This is an optimization exercise on Yosys and OpenROAD, whose aim is small area, not a production implementation.
The RTL of this run was laid out without a check of its function.
Power and IR drop assume default switching activity.

**flow/run.sh**
```bash
#!/bin/bash
# synth_recipe.tcl (not shown) runs the flow's synth.tcl, then flattens the netlist and writes it again
# the make line also repeats each setting of config.mk as NAME=value (left out here)
make -C /OpenROAD-flow-scripts/flow DESIGN_CONFIG=/design/flow/config.mk WORK_HOME=/design/flow/orfs CLKGATE_MAP_FILE= SYNTH_SCRIPT=/design/flow/synth_recipe.tcl finish
```
**flow/config.mk**
```make
export PLATFORM = sky130hd
export DESIGN_NAME = qspi_core
export DESIGN_NICKNAME = qspi_core
export VERILOG_FILES = /design/flow/design.v
export SDC_FILE = /design/flow/constraint.sdc
export NUM_CORES = 4
export LEC_CHECK = 0
export CAP_MARGIN = 20
export CORE_AREA = 10 10 430 430
export DIE_AREA = 0 0 440 440
export SLEW_MARGIN = 20
```
**flow/constraint.sdc**
```tcl
create_clock -name core_clock -period 5.0 [get_ports {clk}]
set_input_delay 1.0000 -clock core_clock [delete_from_list [all_inputs] [get_ports {clk}]]
set_output_delay 1.0000 -clock core_clock [all_outputs]
set_load 0.01 [all_outputs]
```
**flow/design.v**
```verilog
module qspi_cond (
    input  wire clk,
    input  wire rst,
    input  wire cs_raw,
    input  wire clk_raw,
    output wire cs_s,
    output wire cs_fall,
    output wire cs_rise,
    output wire clk_rise,
    output wire clk_fall
);
    reg cs_ff0, cs_ff1, cs_prev;
    reg clk_ff0, clk_ff1, clk_prev;
    always @(posedge clk) begin
        if (rst) begin
            cs_ff0   <= 1'b1;
            cs_ff1   <= 1'b1;
            cs_prev  <= 1'b1;
            clk_ff0  <= 1'b0;
            clk_ff1  <= 1'b0;
            clk_prev <= 1'b0;
        end else begin
            cs_ff0   <= cs_raw;
            cs_ff1   <= cs_ff0;
            cs_prev  <= cs_ff1;
            clk_ff0  <= clk_raw;
            clk_ff1  <= clk_ff0;
            clk_prev <= clk_ff1;
        end
    end
    assign cs_s     = cs_ff1;
    assign cs_fall  =  cs_prev & ~cs_ff1;
    assign cs_rise  = ~cs_prev &  cs_ff1;
    assign clk_rise = ~clk_prev &  clk_ff1;
    assign clk_fall =  clk_prev & ~clk_ff1;
endmodule
module qspi_rx #(
    parameter W     = 128,
    parameter QW    = 4,
    parameter CNT_W = 6,
    parameter N_SYM = 32
) (
    input  wire             clk,
    input  wire             rst,
    input  wire             cs_s,
    input  wire             clk_rise,
    input  wire [QW-1:0]    dq_in,
    output reg  [W-1:0]     rx_buf,
    output reg  [CNT_W-1:0] rx_cnt,
    output wire             rx_ready
);
    always @(posedge clk) begin
        if (rst) begin
            rx_buf <= {W{1'b0}};
            rx_cnt <= {CNT_W{1'b0}};
        end else if (cs_s) begin
            rx_buf <= {W{1'b0}};
            rx_cnt <= {CNT_W{1'b0}};
        end else if (clk_rise) begin
            rx_buf <= {dq_in, rx_buf[W-1:QW]};
            rx_cnt <= rx_cnt + 1'b1;
        end
    end
    assign rx_ready = (rx_cnt == N_SYM);
endmodule
module qspi_tx #(
    parameter W     = 128,
    parameter QW    = 4,
    parameter CNT_W = 6
) (
    input  wire          clk,
    input  wire          rst,
    input  wire          cs_s,
    input  wire          cs_fall,
    input  wire          clk_fall,
    input  wire [W-1:0]  tx_pkt,
    output wire [QW-1:0] dq_out
);
    reg [W-1:0]     tx_sh;
    reg [CNT_W-1:0] tx_cnt;
    always @(posedge clk) begin
        if (rst) begin
            tx_sh  <= {W{1'b0}};
            tx_cnt <= {CNT_W{1'b0}};
        end else if (cs_s) begin
            tx_sh  <= {W{1'b0}};
            tx_cnt <= {CNT_W{1'b0}};
        end else if (cs_fall) begin
            tx_sh  <= tx_pkt;
            tx_cnt <= {CNT_W{1'b0}};
        end else if (clk_fall) begin
            tx_sh  <= {tx_sh[W-QW-1:0], {QW{1'b0}}};
            tx_cnt <= tx_cnt + 1'b1;
        end
    end
    assign dq_out = tx_sh[W-1:W-QW];
endmodule
module qspi_disp #(
    parameter W     = 128,
    parameter CNT_W = 6,
    parameter BC_W  = 5,
    parameter NP    = 8
) (
    input  wire             clk,
    input  wire             rst,
    input  wire             cs_fall,
    input  wire             cs_rise,
    input  wire [W-1:0]     rx_buf,
    input  wire [CNT_W-1:0] rx_cnt,
    input  wire [NP-1:0]    p_valid,
    input  wire [NP*W-1:0]  p_pkt,
    input  wire [NP*BC_W-1:0] p_bc,
    input  wire [NP-1:0]    p_ready,
    output reg  [W-1:0]     tx_pkt,
    output reg  [W-1:0]     rx_pkt,
    output reg  [BC_W-1:0]  rx_bc,
    output reg  [3:0]       rx_flags,
    output wire [NP-1:0]    valid,
    output wire [NP-1:0]    ack,
    output reg              dir,
    output reg              oe
);
    localparam [3:0] S_START         = 4'd0,
                     S_IDLE          = 4'd1,
                     S_OK_TO_SEND    = 4'd2,
                     S_WAIT_STM_DATA = 4'd3,
                     S_RECEIVING     = 4'd4,
                     S_RECV_HANDSH   = 4'd5,
                     S_WAIT_FOR_TXN  = 4'd6,
                     S_SEND_EVENT    = 4'd7,
                     S_SENDING_EVENT = 4'd8,
                     S_PERIPH_EVENT  = 4'd9,
                     S_SEND_DATA     = 4'd10,
                     S_SENDING       = 4'd11;
    localparam [7:0] HDR_OK_TO_SEND = 8'hF0,
                     HDR_NOT_READY  = 8'hFF;
    reg [3:0] fsm;
    reg       rx_valid;
    reg [3:0] dest_id;
    reg [3:0] evt_id;
    reg          any_valid;
    reg [3:0]    poll_id;
    reg [BC_W-1:0] poll_bc;
    integer i;
    always @(*) begin
        any_valid = 1'b0;
        poll_id   = 4'd0;
        poll_bc   = {BC_W{1'b0}};
        for (i = NP - 1; i >= 0; i = i - 1) begin
            if (p_valid[i]) begin
                any_valid = 1'b1;
                poll_id   = i[3:0];
                poll_bc   = p_bc[i*BC_W +: BC_W];
            end
        end
    end
    wire ready_eff = (dest_id < NP) ? p_ready[dest_id[2:0]] : 1'b0;
    wire [W-1:0] evt_pkt = p_pkt[evt_id[2:0]*W +: W];
    always @(posedge clk) begin
        if (rst) begin
            fsm      <= S_START;
            tx_pkt   <= {W{1'b0}};
            rx_pkt   <= {W{1'b0}};
            rx_valid <= 1'b0;
            dest_id  <= 4'd0;
            rx_flags <= 4'd0;
            rx_bc    <= {BC_W{1'b0}};
            evt_id   <= 4'd0;
            dir      <= 1'b0;
            oe       <= 1'b1;
        end else begin
            case (fsm)
                S_START: begin
                    tx_pkt[W-1:W-8] <= HDR_OK_TO_SEND;
                    fsm <= S_IDLE;
                end
                S_IDLE: begin
                    if (cs_fall) begin
                        fsm <= S_OK_TO_SEND;
                    end else if (any_valid) begin
                        evt_id <= poll_id;
                        tx_pkt[W-1:W-8] <= {poll_bc[3:0], poll_id};
                        dir <= 1'b1;
                        fsm <= S_SEND_EVENT;
                    end
                end
                S_OK_TO_SEND: begin
                    if (cs_rise) fsm <= S_WAIT_STM_DATA;
                end
                S_WAIT_STM_DATA: begin
                    oe <= 1'b0;
                    if (cs_fall) fsm <= S_RECEIVING;
                end
                S_RECEIVING: begin
                    if (cs_rise) begin
                        rx_valid <= 1'b1;
                        rx_pkt   <= rx_buf;
                        oe       <= 1'b1;
                        tx_pkt[W-1:W-8] <= HDR_NOT_READY;
                        dest_id  <= rx_buf[W-1:W-4];
                        rx_flags <= rx_buf[W-5:W-8];
                        rx_bc    <= rx_cnt[CNT_W-1:1] - 1'b1;
                        fsm      <= S_RECV_HANDSH;
                    end
                end
                S_RECV_HANDSH: begin
                    if (ready_eff) begin
                        rx_valid <= 1'b0;
                        fsm      <= S_WAIT_FOR_TXN;
                    end
                end
                S_WAIT_FOR_TXN: begin
                    if (cs_rise) begin
                        tx_pkt[W-1:W-8] <= HDR_OK_TO_SEND;
                        fsm <= S_IDLE;
                    end
                end
                S_SEND_EVENT: begin
                    if (cs_fall) fsm <= S_SENDING_EVENT;
                end
                S_SENDING_EVENT: begin
                    if (cs_rise) fsm <= S_PERIPH_EVENT;
                end
                S_PERIPH_EVENT: begin
                    tx_pkt <= evt_pkt;
                    fsm    <= S_SEND_DATA;
                end
                S_SEND_DATA: begin
                    if (cs_fall) fsm <= S_SENDING;
                end
                S_SENDING: begin
                    if (cs_rise) begin
                        tx_pkt[W-1:W-8] <= HDR_OK_TO_SEND;
                        dir <= 1'b0;
                        fsm <= S_IDLE;
                    end
                end
                default: fsm <= S_IDLE;
            endcase
        end
    end
    genvar g;
    generate
        for (g = 0; g < NP; g = g + 1) begin : g_slot
            assign valid[g] = rx_valid & (dest_id == g);
            assign ack[g]   = (fsm == S_PERIPH_EVENT) & (evt_id == g);
        end
    endgenerate
endmodule
module qspi_core (
    input  wire           clk,
    input  wire           rst,
    input  wire           cs_raw,
    input  wire           clk_raw,
    input  wire [3:0]     dq_in,
    output wire [3:0]     dq_out,
    output wire           dq_oe,
    output wire           dir_out,
    input  wire [7:0]     p_valid,
    input  wire [1023:0]  p_pkt,
    input  wire [39:0]    p_bc,
    output wire [7:0]     ack,
    output wire [127:0]   pkt_out,
    output wire [4:0]     bc_out,
    output wire [3:0]     flags_out,
    output wire [7:0]     valid,
    input  wire [7:0]     p_ready,
    output wire           rx_ready
);
    wire cs_s, cs_fall, cs_rise, clk_rise, clk_fall;
    wire [127:0] rx_buf;
    wire [5:0]   rx_cnt;
    wire [127:0] tx_pkt;
    qspi_cond u_cond (
        .clk(clk), .rst(rst), .cs_raw(cs_raw), .clk_raw(clk_raw),
        .cs_s(cs_s), .cs_fall(cs_fall), .cs_rise(cs_rise),
        .clk_rise(clk_rise), .clk_fall(clk_fall)
    );
    qspi_rx u_rx (
        .clk(clk), .rst(rst), .cs_s(cs_s), .clk_rise(clk_rise),
        .dq_in(dq_in), .rx_buf(rx_buf), .rx_cnt(rx_cnt), .rx_ready(rx_ready)
    );
    qspi_tx u_tx (
        .clk(clk), .rst(rst), .cs_s(cs_s), .cs_fall(cs_fall),
        .clk_fall(clk_fall), .tx_pkt(tx_pkt), .dq_out(dq_out)
    );
    qspi_disp u_disp (
        .clk(clk), .rst(rst), .cs_fall(cs_fall), .cs_rise(cs_rise),
        .rx_buf(rx_buf), .rx_cnt(rx_cnt),
        .p_valid(p_valid), .p_pkt(p_pkt), .p_bc(p_bc), .p_ready(p_ready),
        .tx_pkt(tx_pkt), .rx_pkt(pkt_out), .rx_bc(bc_out), .rx_flags(flags_out),
        .valid(valid), .ack(ack), .dir(dir_out), .oe(dq_oe)
    );
endmodule
```
==> flow_metrics.env <==
export IMPL_cp_required_ns=4.00
export IMPL_dieHeight_microns=440
export IMPL_irDropWorstVdd_mv=0.244
export IMPL_syn_area_sq_mm=0.0280
export IMPL_start_kind="flip-flop"
export IMPL_htree_levels=3
export IMPL_fp_coreArea_sq_mm=0.176
export IMPL_hold_viol=0
export IMPL_synth_top_cell_area_share=0.385
export IMPL_fmax_mhz=246
export IMPL_dp_hpwl_mm=154
export IMPL_fin_crit_sh=0.813
export IMPL_grt_max_degree=174
export IMPL_grt_usage=0.181
export IMPL_path_clk_slew_ns=0.06
export IMPL_synth_seq_area_share=0.385
export IMPL_synth_async_reset_ratio=0
export IMPL_num_vias=27400
export IMPL_route_detailed_drc=0
export IMPL_final_setup_viol_count=0
export IMPL_ys_seq_elements=539
export IMPL_synth_edff_count=0
export IMPL_synth_fp_nets=3920
export IMPL_area_growth_pct=59.4
export IMPL_layout_cells_non_filler=6304
export IMPL_first_global_vias=27500
export IMPL_avgSynthCellArea_sq_um=9.91
export IMPL_fin_setup_tns_ns=0
export IMPL_die_x_microns=440
export IMPL_drive_gt1_frac=0.109
export IMPL_gp_congestion=0.933
export IMPL_ys_warn_count=4
export IMPL_ctsHoldBuffers=0
export IMPL_grt_first_pass_wirelength_mm=241
export IMPL_synth_distinct_cells=65
export IMPL_ant_nets=0
export IMPL_fin_worst_skew_ns=0.0207
export IMPL_drt_wirelength_per_cell_microns=29.5
export IMPL_drv_cap=0
export IMPL_status="finished clean"
export IMPL_worstSetupPathType="reg2out"
export IMPL_clock_latency_ns=0.65
export IMPL_hp_class="reg2reg"
export IMPL_fin_hold_ws_ns=0.412
export IMPL_nets=4973
export IMPL_antenna_found_initial=136
export IMPL_numCtsBuffers=66
export IMPL_drv_slew=0
export IMPL_leakagePower_nw=14.6
export IMPL_tightest_slew_ns=1.07
export IMPL_numPortBuffers=1239
export IMPL_fin_crit_ns=4.07
export IMPL_viasPerCell=4.35
export IMPL_cts_setup_buffers=0
export IMPL_initial_core_util=0.160
export IMPL_cts_tree="done"
export IMPL_dr_pass1_iters=5
export IMPL_placed_cells=6153
export IMPL_drt_iter0_drc=2236
export IMPL_dieArea_sq_mm=0.194
export IMPL_cp_max_fo=19
export IMPL_yosys_top_cells_area="dfxtp_1 38%, mux4_2 21%, mux2i_1 8.9%, nand2_1 7.0%, a211oi_1 6.8%"
export IMPL_rsz0062_at_grt="no"
export IMPL_cts_root_buf="clkbuf_16"
export IMPL_grt_overflow=0
export IMPL_yosys_cell_count_top_type="dfxtp_1"
export IMPL_power_density_mw_per_mm2=286
export IMPL_ioPinCount=1248
export IMPL_synthFlopType="dfxtp_1"
export IMPL_crit_arrival_ns=3.07
export IMPL_totalWireLength_mm=186
export IMPL_clk_path_buf_depth=3
export IMPL_synth_top_cells_by_count="539 x dfxtp_1, 524 x nand2_1, 285 x nor2_1, 284 x a21oi_1, 258 x mux4_2"
export IMPL_cts_sinks=539
export IMPL_synthCells=2828
export IMPL_worstSetupEndpointType="output pin"
export IMPL_ctsResizeCount=0
export IMPL_row_count=154
export IMPL_synth_top_cell_by_area="dfxtp_1"
export IMPL_relSlewSlack=0.282
## state kept, by name, summed over array words and instances (netlist names)
name	cells
u_cond.clk_ff0	1
u_cond.clk_ff1	1
u_cond.clk_prev	1
u_cond.cs_ff0	1
u_cond.cs_ff1	1
u_cond.cs_prev	1
u_disp.dest_id	4
u_disp.dir	1
u_disp.evt_id	3
u_disp.fsm	4
u_disp.oe	1
u_disp.rx_bc	5
u_disp.rx_flags	3
u_disp.rx_pkt	121
u_disp.rx_valid	1
u_disp.tx_pkt	128
u_rx.rx_buf	128
u_rx.rx_cnt	6
u_tx.tx_sh	128
## kinds of logic after synthesis
group	synth area share
simple gates	0.128
compound gates	0.133
flops	0.385
mux	0.297
buf+inv	0.0525
xor+xnor	0.00250
fa+ha+maj	0.00179
## cell type report
type | count | area (sq um)
Fill cell | 18900 | 131000
Multi-Input combinational cell | 1996 | 15800
Timing Repair Buffer | 1267 | 12800
Sequential cell | 539 | 10800
Tap cell | 2340 | 2930
Clock buffer | 92 | 1890
Clock inverter | 25 | 328
Antenna cell | 34 | 85.1
Inverter | 11 | 41.3
## layout by cell type, fill, tap and decap left out, drive strengths merged, types with 34 or more instances in the layout
| cell type | count |
|---|---|
| mux2i | 248 |
| a211oi | 254 |
| clkbuf | 92 |
| dfxtp | 539 |
| nand2 | 526 |
| clkdlybuf4s50 | 1238 |
| a21oi | 284 |
| nor2 | 287 |
| mux4 | 258 |
| diode | 34 |
## power by group
part	internal, mW	total [mW]	switching [mW]
logic	1.84	3.33	1.49
clock network	2.84	4.93	2.09
registers	4.38	4.53	0.154
total	9.06	12.8	3.74
## per-stage QoR
step / total power, mW / setup WS (ns) / instance area, sq um / utilization
4_1_cts: 13.0 / 0.905 / 44600 / 0.254
6_report: 12.8 / 0.934 / 44700 / 0.254
5_1_grt: 13.3 / 0.822 / 44600 / 0.254
3_3_place_gp: 7.98 / 1.65 / 42400 / 0.241
3_5_place_dp: 7.99 / 1.67 / 42400 / 0.241
2_1_floorplan: 6.42 / 2.48 / 28000 / -
## path summary, 6_finish.rpt
path / start / endpoint / slack, ns / cells after the start
worst max-delay path: u_disp.fsm[3] / ack[4] / 0.93 / 4
worst min-delay path: u_cond.cs_ff0 / u_cond.cs_ff1 / 0.41 / 1
worst max register to register: u_disp.fsm[3] / u_disp.tx_pkt[39] / 1.80 / 5
worst min register to register: u_cond.cs_ff0 / u_cond.cs_ff1 / 0.41 / 1
## per-layer routing
| metal | vias up | GRT usage | share of wire |
|---|---|---|---|
| met5 | - | 0 | 0.0028 |
| met4 | 80 | 0.0385 | 0.023 |
| li1 | 12500 | - | - |
| met3 | 261 | 0.0738 | 0.10 |
| met1 | 13500 | 0.212 | 0.38 |
| met2 | 1064 | 0.311 | 0.49 |
## worst max-delay path: stages, from the launching register on
cell and delay [ns]:
dfxtp_1 0.77, and4bb_4 0.54, nand2_1 0.25, nor3_1 0.23, clkdlybuf4s50_1 0.61

-- port drivers added, routing unchanged --
The results above use ideal ports. As a check the final layout listed here was re-extracted and re-timed, cells and wires unchanged.
Step 1 (the two cells are an assumption about what drives the block):
set clk [get_ports {clk}]
set_driving_cell -lib_cell sky130_fd_sc_hd__clkbuf_16 $clk
set_driving_cell -lib_cell sky130_fd_sc_hd__buf_2 [delete_from_list [all_inputs] $clk]
Step 2 also shifts input and output timing later by t, the mid clock arrival at the registers, as if the neighbouring blocks saw the same clock.
Slacks: ideal / step 1 / step 2; pairs: ideal / step 1.
t, ns: 0.708
setup WS [ns]: 0.934 / 0.872 / 1.579
slew at the worst register clock pin (ns): 0.06 / 0.06
After both steps this run still meets setup and hold. For this run, drivers alone change the setup slack by -0.062 ns; drivers and shift together by +0.645 ns.
